Context: an optimization exercise on an open-source flow, tuned for small area, a short achievable clock period and few clock cycles. The choices shown serve that exercise and are no tape-out recipe.
At most, simulation tests tie the RTL to the original design; equivalence was not proved.
Power and IR drop assume default switching activity.

==> flow/design.v <==
module sprite_render (
    input  wire        clk,
    input  wire        rst,
    input  wire        start,
    output wire        busy,
    output reg         done,
    input  wire [2:0]  cfg_grid_w_m1,    
    input  wire [2:0]  cfg_grid_h_m1,    
    input  wire [2:0]  cfg_fb_tx_m1,     
    input  wire [2:0]  cfg_fb_ty_m1,     
    input  wire        cfg_gated,        
    input  wire [10:0] cfg_spr_off,      
    input  wire [10:0] cfg_anim_off,     
    output reg         tbl_re,
    output reg         tbl_we,
    output reg  [10:0] tbl_addr,
    output reg  [7:0]  tbl_wdata,
    input  wire [7:0]  tbl_rdata,
    output reg         def_re,
    output reg  [13:0] def_addr,
    input  wire [7:0]  def_rdata,
    output reg         fb_we,
    output reg  [11:0] fb_addr,
    output reg  [7:0]  fb_wdata
);
    reg busy_r;
    assign busy = busy_r;
    wire accept = start && !busy_r;
    localparam T_IDLE  = 5'd0;
    localparam T_START = 5'd1;    
    localparam T_RA    = 5'd2;    
    localparam T_RS    = 5'd3;    
    localparam T_CD    = 5'd4;    
    localparam T_RN    = 5'd5;    
    localparam T_RK    = 5'd6;    
    localparam T_CK    = 5'd7;    
    localparam T_RSP   = 5'd8;    
    localparam T_RFC   = 5'd9;    
    localparam T_CFC   = 5'd10;   
    localparam T_ADV   = 5'd11;   
    localparam T_WFC   = 5'd12;   
    localparam T_RD    = 5'd13;   
    localparam T_RN2   = 5'd14;   
    localparam T_CN    = 5'd15;   
    localparam T_WE    = 5'd16;   
    reg [4:0]  tstate;
    reg        te_fin;       
    reg [10:0] ea;           
    reg [2:0]  tcol, trow;   
    reg [5:0]  trb;          
    reg        r_gated;      
    reg [9:0]  r_a;          
    reg [7:0]  r_spr;        
    reg [5:0]  r_k;          
    reg        r_ge;         
    reg        rec_valid;    
    reg  t_wrap;             
    reg  t_last;             
    reg  t_clipx, t_clipy;   
    wire        t_adv = (tstate == T_WE) && !t_last && !rec_valid;    
    reg         a_step;      
    reg         a_ci;        
    wire [10:0] a_inc  = tbl_addr + {10'd0, a_step};
    wire [10:0] ea_p2  = {ea[10:1] + 10'd1, ea[0]};                   
    reg  [10:0] a_next;
    always @* begin
        case (tstate)
            T_START:      a_next = cfg_spr_off;
            T_RS:         a_next = cfg_anim_off;
            T_CD, T_RD:   a_next = a_d;
            T_CK, T_CN:   a_next = ea;
            T_WFC:        a_next = r_ge ? cfg_anim_off : ea;
            T_WE:         a_next = ea_p2;
            default:      a_next = a_inc;
        endcase
    end
    wire [10:0] a_d   = tbl_addr + {1'b0, r_a} + {10'd0, a_ci};
    wire        fc_ge = (tbl_rdata >= tbl_wdata);
    reg        pe_fin;       
    reg        v1;           
    reg [2:0]  p_xo;         
    reg        p_clipx;
    reg [2:0]  p_rhi;        
    reg [5:0]  p_row;        
    reg        p_last;       
    reg        p_wrap;       
    reg [2:0]  p_hi;         
    reg [3:0]  p_py;         
    reg [11:0] fb_a1;        
    wire [2:0] rr = def_addr[5:3];
    wire [2:0] cc = def_addr[2:0];
    wire [2:0] chi = p_clipx ? ~p_xo : 3'd7;
    wire       row_end  = (cc == p_hi);
    wire       tile_end = row_end && (rr == p_rhi);
    wire       take = rec_valid && (!def_re || tile_end);
    wire [3:0] px = {1'b0, p_xo} + {1'b0, cc};
    wire [3:0] py = p_py;
    wire [2:0] n_xo  = r_k[2:0];
    wire [2:0] n_yo  = r_k[5:3];
    wire [2:0] pl    = p_py[2:0];
    wire       r_in  = p_py[3] ? ({1'b0, pl} + 4'd2 <= {1'b0, n_yo})
                               : (({1'b0, pl} + 4'd1 >= {1'b0, n_yo}) && !(pl == 3'd7 && n_yo == 3'd0));
    wire       r_cov = rec_valid && r_in && (n_xo < p_xo);
    wire [2:0] r_cut = n_xo + ~p_xo;                        
    wire [2:0] hi1   = p_wrap ? chi : (r_cov ? r_cut : 3'd7);
    always @(posedge clk) begin
        if (rst) begin
            busy_r    <= 1'b0;
            done      <= 1'b0;
            tstate    <= T_IDLE;
            a_step    <= 1'b0;
            a_ci      <= 1'b0;
            tbl_re    <= 1'b0;
            tbl_we    <= 1'b0;
            rec_valid <= 1'b0;
            te_fin    <= 1'b0;
            pe_fin    <= 1'b0;
            def_re    <= 1'b0;
            v1        <= 1'b0;
            fb_we     <= 1'b0;
        end else begin
            done <= 1'b0;
            if (accept) begin
                busy_r <= 1'b1;
                te_fin <= 1'b0;
                pe_fin <= 1'b0;
            end else if (busy_r && te_fin && pe_fin && !def_re && !v1) begin
                busy_r <= 1'b0;
                done   <= 1'b1;
            end
            tbl_re <= 1'b0;
            tbl_we <= 1'b0;
            a_step <= 1'b0;
            a_ci   <= 1'b0;
            case (tstate)
                T_IDLE:  if (accept) tstate <= T_START;
                T_START: begin tbl_re <= 1'b1; a_step <= 1'b1; tstate <= T_RA; end
                T_RA:    begin tbl_re <= 1'b1; tstate <= T_RS; end
                T_RS:    begin a_ci <= r_gated; tstate <= T_CD; end
                T_CD:    begin tbl_re <= 1'b1; a_step <= 1'b1; tstate <= r_gated ? T_RK : T_RN; end
                T_RN:    begin tbl_re <= 1'b1; a_step <= 1'b1; tstate <= T_RK; end
                T_RK: begin
                    if (r_gated) begin
                        tbl_re <= 1'b1;
                        a_step <= 1'b1;
                        tstate <= T_RSP;
                    end else begin
                        tstate <= T_CK;
                    end
                end
                T_CK:    begin rec_valid <= 1'b1; tbl_we <= 1'b1; tstate <= T_WE; end
                T_RSP:   begin rec_valid <= 1'b1; tbl_re <= 1'b1; tstate <= T_RFC; end
                T_RFC:   tstate <= T_CFC;
                T_CFC:   tstate <= T_ADV;
                T_ADV:   begin tbl_we <= 1'b1; tstate <= T_WFC; end
                T_WFC:   tstate <= r_ge ? T_RD : T_WE;
                T_RD:    begin tbl_re <= 1'b1; tstate <= T_RN2; end
                T_RN2:   tstate <= T_CN;
                T_CN:    begin tbl_we <= 1'b1; tstate <= T_WE; end
                T_WE: begin
                    if (t_last) begin
                        te_fin <= 1'b1;
                        tstate <= T_IDLE;
                    end else if (!rec_valid) begin
                        tbl_re <= 1'b1;
                        a_step <= 1'b1;
                        tstate <= T_RA;
                    end
                end
                default: tstate <= T_IDLE;
            endcase
            if (take)
                rec_valid <= 1'b0;
            if (take)
                def_re <= 1'b1;
            else if (def_re && tile_end)
                def_re <= 1'b0;
            if (def_re && tile_end && !take && p_last)
                pe_fin <= 1'b1;
            v1    <= def_re;
            fb_we <= v1;
        end
    end
    always @(posedge clk) begin
        case (tstate)
            T_START: begin
                ea       <= cfg_spr_off;
                r_gated  <= cfg_gated;
                tcol     <= 3'd0;
                trow     <= 3'd0;
                trb      <= 6'd0;
            end
            T_RS:  r_a <= r_gated ? {tbl_rdata, 2'b00} : {1'b0, tbl_rdata, 1'b0};
            T_CD:  r_spr <= tbl_rdata;
            T_CK, T_RSP: begin
                r_k      <= tbl_rdata[5:0];
                r_spr    <= r_spr + {6'd0, tbl_rdata[7:6]};
            end
            T_CFC: r_ge <= fc_ge;
            T_WE: begin
                if (t_adv) begin
                    ea <= ea_p2;
                    if (t_wrap) begin
                        tcol <= 3'd0;
                        trow <= trow + 3'd1;
                        trb  <= trb + {3'd0, cfg_fb_tx_m1} + 6'd1;
                    end else begin
                        tcol <= tcol + 3'd1;
                    end
                end
            end
            default: ;
        endcase
        tbl_addr <= a_next;
        if ((tstate == T_RK) || (tstate == T_RFC) || (tstate == T_CFC) || (tstate == T_CN))
            tbl_wdata <= tbl_rdata;
        else if ((tstate == T_ADV) && r_ge)
            tbl_wdata <= 8'd0;
        else
            tbl_wdata <= tbl_wdata + {7'd0, tstate == T_ADV};
        t_wrap  <= (tcol == cfg_grid_w_m1);
        t_last  <= (tcol == cfg_grid_w_m1) && (trow == cfg_grid_h_m1);
        t_clipx <= (tcol == cfg_fb_tx_m1);
        t_clipy <= (trow == cfg_fb_ty_m1);
        if (take) begin
            def_addr[13:6] <= r_spr;
            p_xo     <= r_k[2:0];
            p_clipx  <= t_clipx;
            p_rhi    <= t_clipy ? ~r_k[5:3] : 3'd7;
            p_last   <= t_last;
            p_wrap   <= t_wrap;
            p_hi     <= t_clipx ? ~r_k[2:0] : 3'd7;
        end else if (row_end) begin
            p_hi     <= hi1;
        end
        if (take) begin
            def_addr[5:0] <= 6'd0;
            p_py          <= {1'b0, r_k[5:3]};
            p_row         <= trb + {3'd0, tcol};
        end else begin
            def_addr[5:3] <= rr + {2'd0, row_end};
            def_addr[2:0] <= row_end ? 3'd0 : cc + 3'd1;
            if (row_end) begin
                p_py <= p_py + 4'd1;
                if (py[2:0] == 3'd7)
                    p_row <= p_row + {3'd0, cfg_fb_tx_m1} + 6'd1;
            end
        end
        fb_a1    <= {p_row + {5'd0, px[3]}, py[2:0], px[2:0]};
        fb_addr  <= fb_a1;
        fb_wdata <= def_rdata;
    end
endmodule
clock: 6.5 ns
lec_check: 0
cap_margin: 20
core_margin: 2
core_utilization: 60
cts_buf_list: sky130_fd_sc_hd__clkbuf_4 sky130_fd_sc_hd__clkbuf_8
setup_slack_margin: 4.2
slew_margin: 20
standard.sh (not shown) runs the stock make flow with config.mk's settings and CLKGATE_MAP_FILE= SYNTH_SCRIPT=/design/flow/synth_recipe.tcl, a recipe that flattens the netlist after the stock synthesis.
==> flow/flow/run.sh <==
#!/bin/bash
# Standard layout, with plain buffers (buf_1) on the ports instead of the
# resizer's default choice. Every tool's output goes to flow.log here, and
# ORFS keeps each step's log under orfs/logs/.
set -euo pipefail
export BUFFER_PORTS_ARGS="-buffer_cell sky130_fd_sc_hd__buf_1"
bash standard.sh > flow.log 2>&1
Testbench counts at the start, summed over its fixed seeds: cycles 95,757.
Rerun with:
--- a/flow/design.v
+++ b/flow/design.v
@@ -56,12 +56,11 @@
     reg        rec_valid;    
     reg  t_wrap;             
     reg  t_last;             
     reg  t_clipx, t_clipy;   
     wire        t_adv = (tstate == T_WE) && !t_last && !rec_valid;    
-    reg         a_step;      
-    reg         a_ci;        
+    wire        a_step = (tstate == T_RA) || (tstate == T_RN) || (tstate == T_RK) || (tstate == T_RSP);
     wire [10:0] a_inc  = tbl_addr + {10'd0, a_step};
     wire [10:0] ea_p2  = {ea[10:1] + 10'd1, ea[0]};                   
     reg  [10:0] a_next;
     always @* begin
         case (tstate)
@@ -72,11 +71,11 @@
             T_WFC:        a_next = r_ge ? cfg_anim_off : ea;
             T_WE:         a_next = ea_p2;
             default:      a_next = a_inc;
         endcase
     end
-    wire [10:0] a_d   = tbl_addr + {1'b0, r_a} + {10'd0, a_ci};
+    wire [10:0] a_d   = tbl_addr + {1'b0, r_a} + {10'd0, r_gated && tstate == T_CD};
     wire        fc_ge = (tbl_rdata >= tbl_wdata);
     reg        pe_fin;       
     reg        v1;           
     reg [2:0]  p_xo;         
     reg        p_clipx;
@@ -106,12 +105,10 @@
     always @(posedge clk) begin
         if (rst) begin
             busy_r    <= 1'b0;
             done      <= 1'b0;
             tstate    <= T_IDLE;
-            a_step    <= 1'b0;
-            a_ci      <= 1'b0;
             tbl_re    <= 1'b0;
             tbl_we    <= 1'b0;
             rec_valid <= 1'b0;
             te_fin    <= 1'b0;
             pe_fin    <= 1'b0;
@@ -128,23 +125,20 @@
                 busy_r <= 1'b0;
                 done   <= 1'b1;
             end
             tbl_re <= 1'b0;
             tbl_we <= 1'b0;
-            a_step <= 1'b0;
-            a_ci   <= 1'b0;
             case (tstate)
                 T_IDLE:  if (accept) tstate <= T_START;
-                T_START: begin tbl_re <= 1'b1; a_step <= 1'b1; tstate <= T_RA; end
+                T_START: begin tbl_re <= 1'b1; tstate <= T_RA; end
                 T_RA:    begin tbl_re <= 1'b1; tstate <= T_RS; end
-                T_RS:    begin a_ci <= r_gated; tstate <= T_CD; end
-                T_CD:    begin tbl_re <= 1'b1; a_step <= 1'b1; tstate <= r_gated ? T_RK : T_RN; end
-                T_RN:    begin tbl_re <= 1'b1; a_step <= 1'b1; tstate <= T_RK; end
+                T_RS:    tstate <= T_CD;
+                T_CD:    begin tbl_re <= 1'b1; tstate <= r_gated ? T_RK : T_RN; end
+                T_RN:    begin tbl_re <= 1'b1; tstate <= T_RK; end
                 T_RK: begin
                     if (r_gated) begin
                         tbl_re <= 1'b1;
-                        a_step <= 1'b1;
                         tstate <= T_RSP;
                     end else begin
                         tstate <= T_CK;
                     end
                 end
@@ -161,11 +155,10 @@
                     if (t_last) begin
                         te_fin <= 1'b1;
                         tstate <= T_IDLE;
                     end else if (!rec_valid) begin
                         tbl_re <= 1'b1;
-                        a_step <= 1'b1;
                         tstate <= T_RA;
                     end
                 end
                 default: tstate <= T_IDLE;
             endcase
@@ -190,15 +183,24 @@
                 trow     <= 3'd0;
                 trb      <= 6'd0;
             end
             T_RS:  r_a <= r_gated ? {tbl_rdata, 2'b00} : {1'b0, tbl_rdata, 1'b0};
             T_CD:  r_spr <= tbl_rdata;
+            T_RK:  tbl_wdata <= tbl_rdata;         
             T_CK, T_RSP: begin
                 r_k      <= tbl_rdata[5:0];
                 r_spr    <= r_spr + {6'd0, tbl_rdata[7:6]};
             end
-            T_CFC: r_ge <= fc_ge;
+            T_RFC: tbl_wdata <= tbl_rdata;         
+            T_CFC: begin
+                r_ge      <= fc_ge;
+                tbl_wdata <= tbl_rdata;
+            end
+            T_ADV: begin
+                tbl_wdata <= r_ge ? 8'd0 : tbl_wdata + 8'd1;
+            end
+            T_CN:  tbl_wdata <= tbl_rdata;
             T_WE: begin
                 if (t_adv) begin
                     ea <= ea_p2;
                     if (t_wrap) begin
                         tcol <= 3'd0;
@@ -210,16 +212,10 @@
                 end
             end
             default: ;
         endcase
         tbl_addr <= a_next;
-        if ((tstate == T_RK) || (tstate == T_RFC) || (tstate == T_CFC) || (tstate == T_CN))
-            tbl_wdata <= tbl_rdata;
-        else if ((tstate == T_ADV) && r_ge)
-            tbl_wdata <= 8'd0;
-        else
-            tbl_wdata <= tbl_wdata + {7'd0, tstate == T_ADV};
         t_wrap  <= (tcol == cfg_grid_w_m1);
         t_last  <= (tcol == cfg_grid_w_m1) && (trow == cfg_grid_h_m1);
         t_clipx <= (tcol == cfg_fb_tx_m1);
         t_clipy <= (trow == cfg_fb_ty_m1);
         if (take) begin
@@ -238,15 +234,12 @@
             p_py          <= {1'b0, r_k[5:3]};
             p_row         <= trb + {3'd0, tcol};
         end else begin
             def_addr[5:3] <= rr + {2'd0, row_end};
             def_addr[2:0] <= row_end ? 3'd0 : cc + 3'd1;
-            if (row_end) begin
-                p_py <= p_py + 4'd1;
-                if (py[2:0] == 3'd7)
-                    p_row <= p_row + {3'd0, cfg_fb_tx_m1} + 6'd1;
-            end
+            p_py          <= p_py + {3'd0, row_end};
+            p_row         <= p_row + ((row_end && py[2:0] == 3'd7) ? {3'd0, cfg_fb_tx_m1} + 6'd1 : 6'd0);
         end
         fb_a1    <= {p_row + {5'd0, px[3]}, py[2:0], px[2:0]};
         fb_addr  <= fb_a1;
         fb_wdata <= def_rdata;
     end
Result: Register-to-register slack is worse by 280 ps. Total power rises by 49%. Global-route usage rises by 1.6 points. Worst setup slack is worse by 220 ps. Clock skew hardly moves. Core utilization rises by 4.5 points. Final cell count went up by 6.6%. First-iteration DRC count increases by 17%. Hold slack is about the same. Die area hardly moves.
No functional check of the RTL was part of the second run of this note.

-- afterwards: timing with drivers on the ports --
How much do the figures lean on ideal ports? The routed layouts below were timed once more, with nothing changed but the port constraints.
Step 1 sets driving cells, clkbuf_16 on the clock port and buf_2 on the other inputs (assumed; they add their load-dependent delay and slew).
Step 2, shift: input delay + t, output delay - t, t = (earliest + latest rising clock arrival at the registers) / 2. This alone moves slack from input paths to output paths.
Slacks: ideal ports / drivers / drivers and shift; pairs: ideal ports / drivers.
run | shift t [ns] | setup WS [ns] | slew at the worst register clock pin (ns) | cell pins on the clock port's net
the first run | 0.487 | 4.210 / 4.172 / 3.737 | 0.10 / 0.10 | 1
the second run | 0.488 | 3.991 / 3.991 / 3.563 | 0.09 / 0.09 | 1
After both steps setup and hold are still met in every run listed. For the first run, which loses most, drivers alone change the setup slack by -0.038 ns; drivers and shift together by -0.473 ns.
